Context: an optimization exercise on an open-source flow, tuned for small area, a short achievable clock period and few clock cycles. The choices shown serve that exercise and are no tape-out recipe. Only simulation tests tie the RTL to the original design; equivalence was not proved. Power is estimated from default activity; no workload was simulated.

==> flow/design.v <==
module lep_crc16 (
    input  wire        clk,
    input  wire        rst,
    input  wire        host_req,
    input  wire        host_we,
    input  wire [11:0] host_addr,
    input  wire [31:0] host_wdata,
    output reg  [31:0] host_rdata,
    output wire        host_ready,
    output reg         mem_re,
    output reg         mem_we,
    output reg  [9:0]  mem_addr,
    output reg  [3:0]  mem_be,
    output reg  [31:0] mem_wdata,
    input  wire [31:0] mem_rdata
);
    localparam [32:0] BUF_SIZE = 33'd4096;
    localparam [9:0] R_CMD        = 10'h000;
    localparam [9:0] R_STATUS     = 10'h001;
    localparam [9:0] R_CTRL       = 10'h002;
    localparam [9:0] R_SRC_ADDR   = 10'h003;
    localparam [9:0] R_SRC_LEN    = 10'h004;
    localparam [9:0] R_DST_ADDR   = 10'h005;
    localparam [9:0] R_DST_CAP    = 10'h006;
    localparam [9:0] R_OUT_LEN    = 10'h007;
    localparam [9:0] R_CRC_CFG    = 10'h008;
    localparam [9:0] R_CRC_STATE  = 10'h009;
    localparam [9:0] R_CRC_RESULT = 10'h00A;
    localparam [7:0] OP_NOP         = 8'h00;
    localparam [7:0] OP_CRC_INIT    = 8'h01;
    localparam [7:0] OP_CRC_UPDATE  = 8'h02;
    localparam [7:0] OP_CRC_BYTE    = 8'h03;
    localparam [7:0] OP_CRC_COMPUTE = 8'h04;
    localparam [7:0] OP_CRC_STORE   = 8'h05;
    localparam [7:0] OP_CRC_VERIFY  = 8'h06;
    localparam [7:0] OP_DNP3_BLOCKS = 8'h07;
    localparam [3:0] E_OK        = 4'd0;
    localparam [3:0] E_INV_ARG   = 4'd2;
    localparam [3:0] E_BUF_SMALL = 4'd4;
    localparam [3:0] E_NOT_SUPP  = 4'd5;
    localparam [3:0] E_CHECKSUM  = 4'd8;
    localparam [3:0] E_OOB       = 4'd10;
    localparam [2:0] S_IDLE  = 3'd0;
    localparam [2:0] S_EXEC  = 3'd1;
    localparam [2:0] S_RD    = 3'd2;
    localparam [2:0] S_PROC  = 3'd3;
    localparam [2:0] S_WCRC0 = 3'd4;
    localparam [2:0] S_WCRC1 = 3'd5;
    localparam [2:0] S_DONE  = 3'd6;
    function [15:0] crc_poly(input [1:0] v);
        case (v)
            2'd0:    crc_poly = 16'hA001;
            2'd1:    crc_poly = 16'h8408;
            default: crc_poly = 16'hA6BC;
        endcase
    endfunction
    function [15:0] crc_init(input [1:0] v);
        case (v)
            2'd0:    crc_init = 16'hFFFF;
            2'd1:    crc_init = 16'hFFFF;
            default: crc_init = 16'h0000;
        endcase
    endfunction
    function [15:0] crc_xorout(input [1:0] v);
        case (v)
            2'd0:    crc_xorout = 16'h0000;
            2'd1:    crc_xorout = 16'hFFFF;
            default: crc_xorout = 16'hFFFF;
        endcase
    endfunction
    function [15:0] crc_step(input [1:0] v, input [15:0] c, input [7:0] b);
        integer i;
        reg [15:0] r;
        begin
            r = c ^ {8'h00, b};
            for (i = 0; i < 8; i = i + 1)
                r = r[0] ? ((r >> 1) ^ crc_poly(v)) : (r >> 1);
            crc_step = r;
        end
    endfunction
    reg [3:0]  status_err;
    reg [1:0]  ctrl;
    reg [31:0] src_addr, src_len, dst_addr, dst_cap;
    reg [31:0] out_len;
    reg [1:0]  crc_var;
    reg [15:0] crc_c;
    wire [15:0] crc_result = crc_c ^ crc_xorout(crc_var);
    reg [2:0]  state;
    reg [31:0] cmd;
    reg [1:0]  w_var;        
    reg [15:0] w_crc;        
    reg [11:0] rd_ptr;       
    reg [11:0] wr_ptr;       
    reg [12:0] remain;       
    reg [4:0]  blk_cnt;      
    reg [7:0]  exp_lo;       
    reg [1:0]  tail;         
    reg [1:0]  byte_sel;     
    reg [15:0] blk_crc;      
    wire [7:0] opc     = cmd[7:0];
    wire [1:0] cmd_var = cmd[9:8];
    wire [9:0] reg_idx   = host_addr[11:2];
    wire       cmd_write = host_req && host_we && (reg_idx == R_CMD);
    assign host_ready = (state == S_IDLE && !cmd_write) || (state == S_DONE);
    always @(*) begin
        case (reg_idx)
            R_STATUS:     host_rdata = {28'd0, status_err};
            R_CTRL:       host_rdata = {30'd0, ctrl};
            R_SRC_ADDR:   host_rdata = src_addr;
            R_SRC_LEN:    host_rdata = src_len;
            R_DST_ADDR:   host_rdata = dst_addr;
            R_DST_CAP:    host_rdata = dst_cap;
            R_OUT_LEN:    host_rdata = out_len;
            R_CRC_CFG:    host_rdata = {30'd0, crc_var};
            R_CRC_STATE:  host_rdata = {16'd0, crc_c};
            R_CRC_RESULT: host_rdata = {16'd0, crc_result};
            default:      host_rdata = 32'd0;
        endcase
    end
    reg        known_op;
    reg [31:0] allowed;
    always @(*) begin
        known_op = 1'b1;
        allowed  = 32'h0000_00FF;
        case (opc)
            OP_NOP, OP_CRC_UPDATE, OP_CRC_STORE, OP_DNP3_BLOCKS: ;
            OP_CRC_INIT, OP_CRC_COMPUTE, OP_CRC_VERIFY: allowed = 32'h0000_03FF;
            OP_CRC_BYTE: allowed = 32'h00FF_00FF;
            default: begin
                known_op = 1'b0;
            end
        endcase
    end
    wire var_used  = (allowed == 32'h0000_03FF);
    wire bad_bits  = (cmd & ~allowed) != 32'd0;
    wire bad_var   = var_used && (cmd_var == 2'd3);
    wire [32:0] src_end    = {1'b0, src_addr} + {1'b0, src_len};
    wire [33:0] src_end2   = {2'b0, src_addr} + {2'b0, src_len} + 34'd2;
    wire [32:0] dst_end    = {1'b0, dst_addr} + {1'b0, dst_cap};
    wire        src_ok     = src_end  <= BUF_SIZE;
    wire        src2_ok    = src_end2 <= {1'b0, BUF_SIZE};
    wire        dst_ok     = dst_end  <= BUF_SIZE;
    wire [12:0] dnp_n      = src_len[12:0];
    wire [12:0] dnp_blocks = (dnp_n + 13'd15) >> 4;
    wire [13:0] dnp_m      = {1'b0, dnp_n} + {dnp_blocks, 1'b0};
    wire        dnp_fits   = {18'd0, dnp_m} <= dst_cap;
    wire [7:0] rd_byte = mem_rdata[8*byte_sel +: 8];
    always @(*) begin
        mem_re    = 1'b0;
        mem_we    = 1'b0;
        mem_addr  = rd_ptr[11:2];
        mem_be    = 4'd0;
        mem_wdata = 32'd0;
        case (state)
            S_RD: mem_re = 1'b1;
            S_PROC: begin
                if (opc == OP_DNP3_BLOCKS && tail == 2'd0) begin
                    mem_we    = 1'b1;
                    mem_addr  = wr_ptr[11:2];
                    mem_be    = 4'b0001 << wr_ptr[1:0];
                    mem_wdata = {4{rd_byte}};
                end
            end
            S_WCRC0: begin
                mem_we    = 1'b1;
                mem_addr  = wr_ptr[11:2];
                mem_be    = 4'b0001 << wr_ptr[1:0];
                mem_wdata = {4{blk_crc[7:0]}};
            end
            S_WCRC1: begin
                mem_we    = 1'b1;
                mem_addr  = wr_ptr[11:2];
                mem_be    = 4'b0001 << wr_ptr[1:0];
                mem_wdata = {4{blk_crc[15:8]}};
            end
            default: ;
        endcase
    end
    wire [15:0] w_crc_next = crc_step(w_var, w_crc, rd_byte);
    always @(posedge clk) begin
        if (rst) begin
            state      <= S_IDLE;
            status_err <= E_OK;
            ctrl       <= 2'b11;
            src_addr   <= 32'd0;
            src_len    <= 32'd0;
            dst_addr   <= 32'd0;
            dst_cap    <= 32'd0;
            out_len    <= 32'd0;
            crc_var    <= 2'd0;
            crc_c      <= 16'hFFFF;
            cmd        <= 32'd0;
            w_var      <= 2'd0;
            w_crc      <= 16'd0;
            rd_ptr     <= 12'd0;
            wr_ptr     <= 12'd0;
            remain     <= 13'd0;
            blk_cnt    <= 5'd0;
            exp_lo     <= 8'd0;
            tail       <= 2'd0;
            byte_sel   <= 2'd0;
            blk_crc    <= 16'd0;
        end else begin
            case (state)
                S_IDLE: begin
                    if (host_req && host_we) begin
                        case (reg_idx)
                            R_CMD: begin
                                cmd   <= host_wdata;
                                state <= S_EXEC;
                            end
                            R_CTRL:      ctrl     <= host_wdata[1:0];
                            R_SRC_ADDR:  src_addr <= host_wdata;
                            R_SRC_LEN:   src_len  <= host_wdata;
                            R_DST_ADDR:  dst_addr <= host_wdata;
                            R_DST_CAP:   dst_cap  <= host_wdata;
                            R_CRC_CFG:   if (host_wdata[1:0] != 2'd3) crc_var <= host_wdata[1:0];
                            R_CRC_STATE: crc_c    <= host_wdata[15:0];
                            default: ;
                        endcase
                    end
                end
                S_EXEC: begin
                    state  <= S_DONE;
                    rd_ptr <= src_addr[11:0];
                    wr_ptr <= dst_addr[11:0];
                    remain <= src_len[12:0];
                    blk_cnt <= 5'd0;
                    tail   <= 2'd0;
                    if (!known_op) begin
                        status_err <= E_NOT_SUPP;
                    end else if (bad_bits || bad_var) begin
                        status_err <= E_INV_ARG;
                    end else begin
                        case (opc)
                            OP_NOP: status_err <= E_OK;
                            OP_CRC_INIT: begin
                                crc_var    <= cmd_var;
                                crc_c      <= crc_init(cmd_var);
                                status_err <= E_OK;
                            end
                            OP_CRC_BYTE: begin
                                crc_c      <= crc_step(crc_var, crc_c, cmd[23:16]);
                                status_err <= E_OK;
                            end
                            OP_CRC_UPDATE: begin
                                if (!src_ok) status_err <= E_OOB;
                                else begin
                                    w_var <= crc_var;
                                    w_crc <= crc_c;
                                    state <= S_RD;
                                end
                            end
                            OP_CRC_COMPUTE: begin
                                if (!src_ok) status_err <= E_OOB;
                                else begin
                                    w_var <= cmd_var;
                                    w_crc <= crc_init(cmd_var);
                                    state <= S_RD;
                                end
                            end
                            OP_CRC_VERIFY: begin
                                if (!src2_ok) status_err <= E_OOB;
                                else begin
                                    w_var <= cmd_var;
                                    w_crc <= crc_init(cmd_var);
                                    tail  <= 2'd2;
                                    state <= S_RD;
                                end
                            end
                            OP_CRC_STORE: begin
                                if (!dst_ok) status_err <= E_OOB;
                                else if (dst_cap < 32'd2) status_err <= E_BUF_SMALL;
                                else begin
                                    blk_crc <= crc_result;
                                    state   <= S_WCRC0;
                                end
                            end
                            OP_DNP3_BLOCKS: begin
                                if (!src_ok) status_err <= E_OOB;
                                else if (!dst_ok) status_err <= E_OOB;
                                else if (!dnp_fits) status_err <= E_BUF_SMALL;
                                else begin
                                    w_var <= 2'd2;
                                    w_crc <= 16'h0000;
                                    state <= S_RD;
                                end
                            end
                            default: status_err <= E_NOT_SUPP;
                        endcase
                    end
                end
                S_RD: begin
                    if (remain == 13'd0 && tail == 2'd0) begin
                        state <= S_DONE;
                        case (opc)
                            OP_CRC_UPDATE, OP_CRC_COMPUTE: begin
                                crc_var    <= w_var;
                                crc_c      <= w_crc;
                                status_err <= E_OK;
                            end
                            OP_DNP3_BLOCKS: begin
                                if (blk_cnt != 5'd0) begin
                                    blk_crc <= w_crc ^ 16'hFFFF;
                                    state   <= S_WCRC0;
                                end else begin
                                    out_len    <= {18'd0, dnp_m};
                                    status_err <= E_OK;
                                end
                            end
                            default: ;
                        endcase
                    end else begin
                        byte_sel <= rd_ptr[1:0];
                        rd_ptr   <= rd_ptr + 12'd1;
                        state    <= S_PROC;
                    end
                end
                S_PROC: begin
                    state <= S_RD;
                    if (remain != 13'd0) begin
                        remain <= remain - 13'd1;
                        w_crc  <= w_crc_next;
                        if (opc == OP_DNP3_BLOCKS) begin
                            wr_ptr  <= wr_ptr + 12'd1;
                            blk_cnt <= blk_cnt + 5'd1;
                            if (blk_cnt == 5'd15) begin
                                blk_crc <= w_crc_next ^ 16'hFFFF;
                                state   <= S_WCRC0;
                            end
                        end
                    end else begin
                        tail <= tail - 2'd1;
                        if (tail == 2'd2) begin
                            exp_lo <= rd_byte;
                        end else begin
                            state <= S_DONE;
                            if ((w_crc ^ crc_xorout(w_var)) == {rd_byte, exp_lo})
                                status_err <= E_OK;
                            else
                                status_err <= E_CHECKSUM;
                        end
                    end
                end
                S_WCRC0: begin
                    wr_ptr <= wr_ptr + 12'd1;
                    state  <= S_WCRC1;
                end
                S_WCRC1: begin
                    wr_ptr <= wr_ptr + 12'd1;
                    if (opc == OP_CRC_STORE) begin
                        out_len    <= 32'd2;
                        status_err <= E_OK;
                        state      <= S_DONE;
                    end else begin
                        blk_cnt <= 5'd0;
                        w_crc   <= 16'h0000;
                        state   <= S_RD;
                    end
                end
                S_DONE: state <= S_IDLE;
                default: state <= S_IDLE;
            endcase
        end
    end
endmodule
==> flow/run.sh <==
#!/bin/bash
# synth_recipe.tcl (not shown) runs the flow's synth.tcl, then flattens the netlist and writes it again
# the make line also repeats each setting of config.mk as NAME=value (left out here)
make -C /OpenROAD-flow-scripts/flow DESIGN_CONFIG=/design/flow/config.mk WORK_HOME=/design/flow/orfs CLKGATE_MAP_FILE= SYNTH_SCRIPT=/design/flow/synth_recipe.tcl finish
==> flow/constraint.sdc <==
create_clock -name core_clock -period 8.0 [get_ports {clk}]
set_input_delay 1.6000 -clock core_clock [delete_from_list [all_inputs] [get_ports {clk}]]
set_output_delay 1.6000 -clock core_clock [all_outputs]
set_load 0.01 [all_outputs]
==> flow/config.mk <==
export PLATFORM = sky130hd
export DESIGN_NAME = lep_crc16
export DESIGN_NICKNAME = lep_crc16
export VERILOG_FILES = /design/flow/design.v
export SDC_FILE = /design/flow/constraint.sdc
export NUM_CORES = 4
export LEC_CHECK = 0
export CAP_MARGIN = 20
export CORE_MARGIN = 2
export CORE_UTILIZATION = 40
export PLACE_DENSITY = 0.6
export SLEW_MARGIN = 20
==> run notes <==
-- state kept, by name, indices dropped and copies added, names as in the netlist, 14 cells and up, named ones only --
register	cells
cmd	32
dst_addr	32
dst_cap	32
src_addr	32
src_len	32
blk_crc	16
crc_c	16
w_crc	16
out_len	14
-- critical path, stage by stage --
cell             delay, ns
clkdlybuf4s50_1       0.40
nor4_1                0.83
nand2_1               0.27
nor2_1                0.25
and2_0                0.81
nand2_1               0.26
nor2_1                0.15
a21oi_1               0.10
nand3_1               0.20
clkdlybuf4s50_1       0.57
-- synth_stat cells (33+ instances only) --
cell type	instances
a211oi_1	37
a21oi_1	387
a22oi_1	101
clkbuf_1	181
dfxtp_1	291
fa_1	33
ha_1	130
inv_1	129
mux2i_1	39
nand2_1	586
nand3_1	86
nand4_1	38
nor2_1	210
nor2b_1	33
nor3_1	56
nor4_1	34
o211ai_1	52
o21ai_0	142
xnor2_1	172
xor2_1	50
-- through the flow --
step / total power [W] / setup WS, ns / cell area [um^2] / hold slack [ns] / cells
final: 0.003277 / 0.9432 / 28000 / 0.4497 / 4234
after global routing: 0.003353 / 0.7520 / 28000 / 0.4659 / 4233
after CTS: 0.003288 / 1.140 / 27980 / 0.4513 / 4233
after detailed placement: 0.001692 / 1.159 / 26850 / 0.4437 / 4171
after global placement: 0.001692 / 1.198 / 26850 / 0.4371 / 4171
after floorplan: 0.001594 / 2.943 / 24850 / 0.4230 / 3361
-- where the power goes --
group	internal (W)	leakage, nW	switching (W)
logic	0.0000864	7.16	0.000128
registers	0.00145	2.34	0.000000551
clock network	0.000918	0.557	0.000695
-- final timing paths --
kind / slack [ns] / start / end
setup / recovery: 0.94 / host_addr[7] / host_rdata[14]
hold / removal: 0.45 / cmd[14] / cmd[14]
setup reg to reg: 1.66 / dst_addr[0] / blk_crc[14]
hold reg to reg: 0.45 / cmd[14] / cmd[14]
-- layout make-up --
type                            count  area (um^2)  area share (%)
Multi-Input combinational cell   2716        17630           62.98
Sequential cell                   291         5827           20.81
Timing Repair Buffer              195         1863           6.654
Tap cell                          837         1047           3.740
Clock buffer                       50         1003           3.584
Inverter                          132        495.5           1.770
Clock inverter                     12        126.4          0.4514
Antenna cell                        1        2.502        0.008938
-- cells by family after synthesis --
| logic type | synth area share [%] |
|---|---|
| AOI/OAI and AO/OA | 26.88 |
| xor gates and xnor gates | 8.883 |
| adders and majority gates | 9.246 |
| buffers and inverters | 5.791 |
| DFF | 23.45 |
| muxes | 3.112 |
| and+or+nand+nor | 22.64 |
-- per-layer routing --
metal | part of all wire (%) | wire [um] | track usage, % | vias up
met5 | 0.042 | 40 | 0 | -
met4 | 2.6 | 2455 | 7.422 | 6
met3 | 10 | 9741 | 6.219 | 152
met2 | 42 | 40160 | 42.76 | 1195
met1 | 45 | 42640 | 41.94 | 12180
li1 | - | - | - | 12160
==> run notes <==
- Status: finished clean
- Worst EP arrival: 5.46 ns
- DIE HEIGHT: 253.2 um
- CP Max Fanout: 14
- IO Count: 161
- Leading cell type in the layout, fill and taps excluded: nand2_1
- Worst-Skew Late Latency: 0.57 ns
- Row cnt: 91
- Largest area contributor in the netlist: dfxtp_1
- MaxCap Viol Count: 0
- Post_cts resized: 0
- Post-route antenna net violation count: 0
- FFs w/ async S/R, synth: 0%
- Antenna violations before repair: 3
- Max-slew headroom: 29.14%
- Top area cells in the synthesized netlist: dfxtp_1 23%, nand2_1 8.9%, a21oi_1 7.8%, ha_1 6.5%, xnor2_1 6.1%
- Clk_skew: 0.02782 ns
- Vias in the first global route: 23.44k
- Final Critical Period: 7.057 ns
- TritonCTS Buffers: 36
- Synth warnings: 1
- Synthesis-to-layout area growth: 12.69%
- Period utilisation layout: 88.21%
- Detail-routed via count per cell: 6.068
- Worst Setup Start Kind: input pin
- Initial Util: 40.33%
- Final hold vios: 0
- RePlAce Congestion: 0.9678
- Final TNS setup: 0 ns
- Flops & latches, synth: 291
- Net count reported at finish: 3615
- Max-slew violation count: 0
- Grt total ovfl: 0
- First-pass GRT wire length: 143900 um
- Port-buffer cells: 158
- Clk slew on worst S/H paths: 0.06 ns
- Number of H-tree levels: 2
- Router iterations before antenna repair: 7
- CTS Buffer Depth: 3
- Unrepaired setup endpoints after global routing: false
- TritonCTS clock tree: done
- Post-Syn Instances: 3361
- Post-DR wirelength/cell: 22.45 um
- Power Density: 117.0 nW/um^2
- # DRC: 0
- Seq/Total Area, Yosys: 23.45%
- CTS root buf: clkbuf_16
- Hold bufs inserted after CTS: 0
- Reg2Reg Depth: 15
- Fmax: 141.7 MHz
- Fill cells: 6238
- Worst EP required: 6.40 ns
- Layout cells sized above 1: 5.124%
- Setup CP Type: input pin to output port
- Die X: 253.2 um
- GRT Util Overall: 28.84%
- Dpl hpwl: 71310 um
- Routed via count: 25.69k
- Syn avg cell area: 7.392 um^2
- Main synth FF type: dfxtp_1
- Num Clock Sinks: 291
- Post-synth cell types: 98
- Leak: 10.06 nW
- Core area: 61600 um^2
- Min-Delay Path Depth: 2
- Syn nets: 3604
- Pin count of the biggest net entering global routing: 103
- Setup Buffers After CTS: 0
- Finished Core Util: 45.45%
- Worst-margin pin slew: 1.053 ns
- Syn Std Cell Area: 24850 um^2
- Final WL: 95040 um
- Critical Path Sink Type: output port
- VDD IR-drop max: 0.0001437 V
- Most frequent cells in the layout: 585 x nand2_1, 387 x a21oi_1, 290 x dfxtp_1
- Min-delay worst type: flop to flop
- Post-synth EDFFs: 0
- Die area: 64120 um^2
- Share of the synthesized area in the top cell type: 23.45%
- Setup violators final: 0
- Detailed Route Iter0 Violations: 3043
Testbench counts, summed over its fixed seeds: cycles 376,672.

-- re-timing with driven ports --
The results above use ideal ports. As a check the final layout listed here was re-extracted and re-timed, cells and wires unchanged.
Step 1 assumes that a clkbuf_16 drives the clock port and a buf_2 every other input.
Step 2 moves the port delays by t, midway between the first and last clock arrival at a register: inputs arrive t later, outputs are due t later. That takes back most of the time a late clock gives input paths.
a / b / c = no drivers / after step 1 / after step 2; a / b = the first two.
t (ns): 0.611
setup slack, ns: 0.943 / 0.919 / 0.919
cell pins on the clock port's net: 1
After both steps setup and hold are still met in this run. For this run, drivers alone change the setup slack by -0.024 ns; drivers and shift together by -0.024 ns.
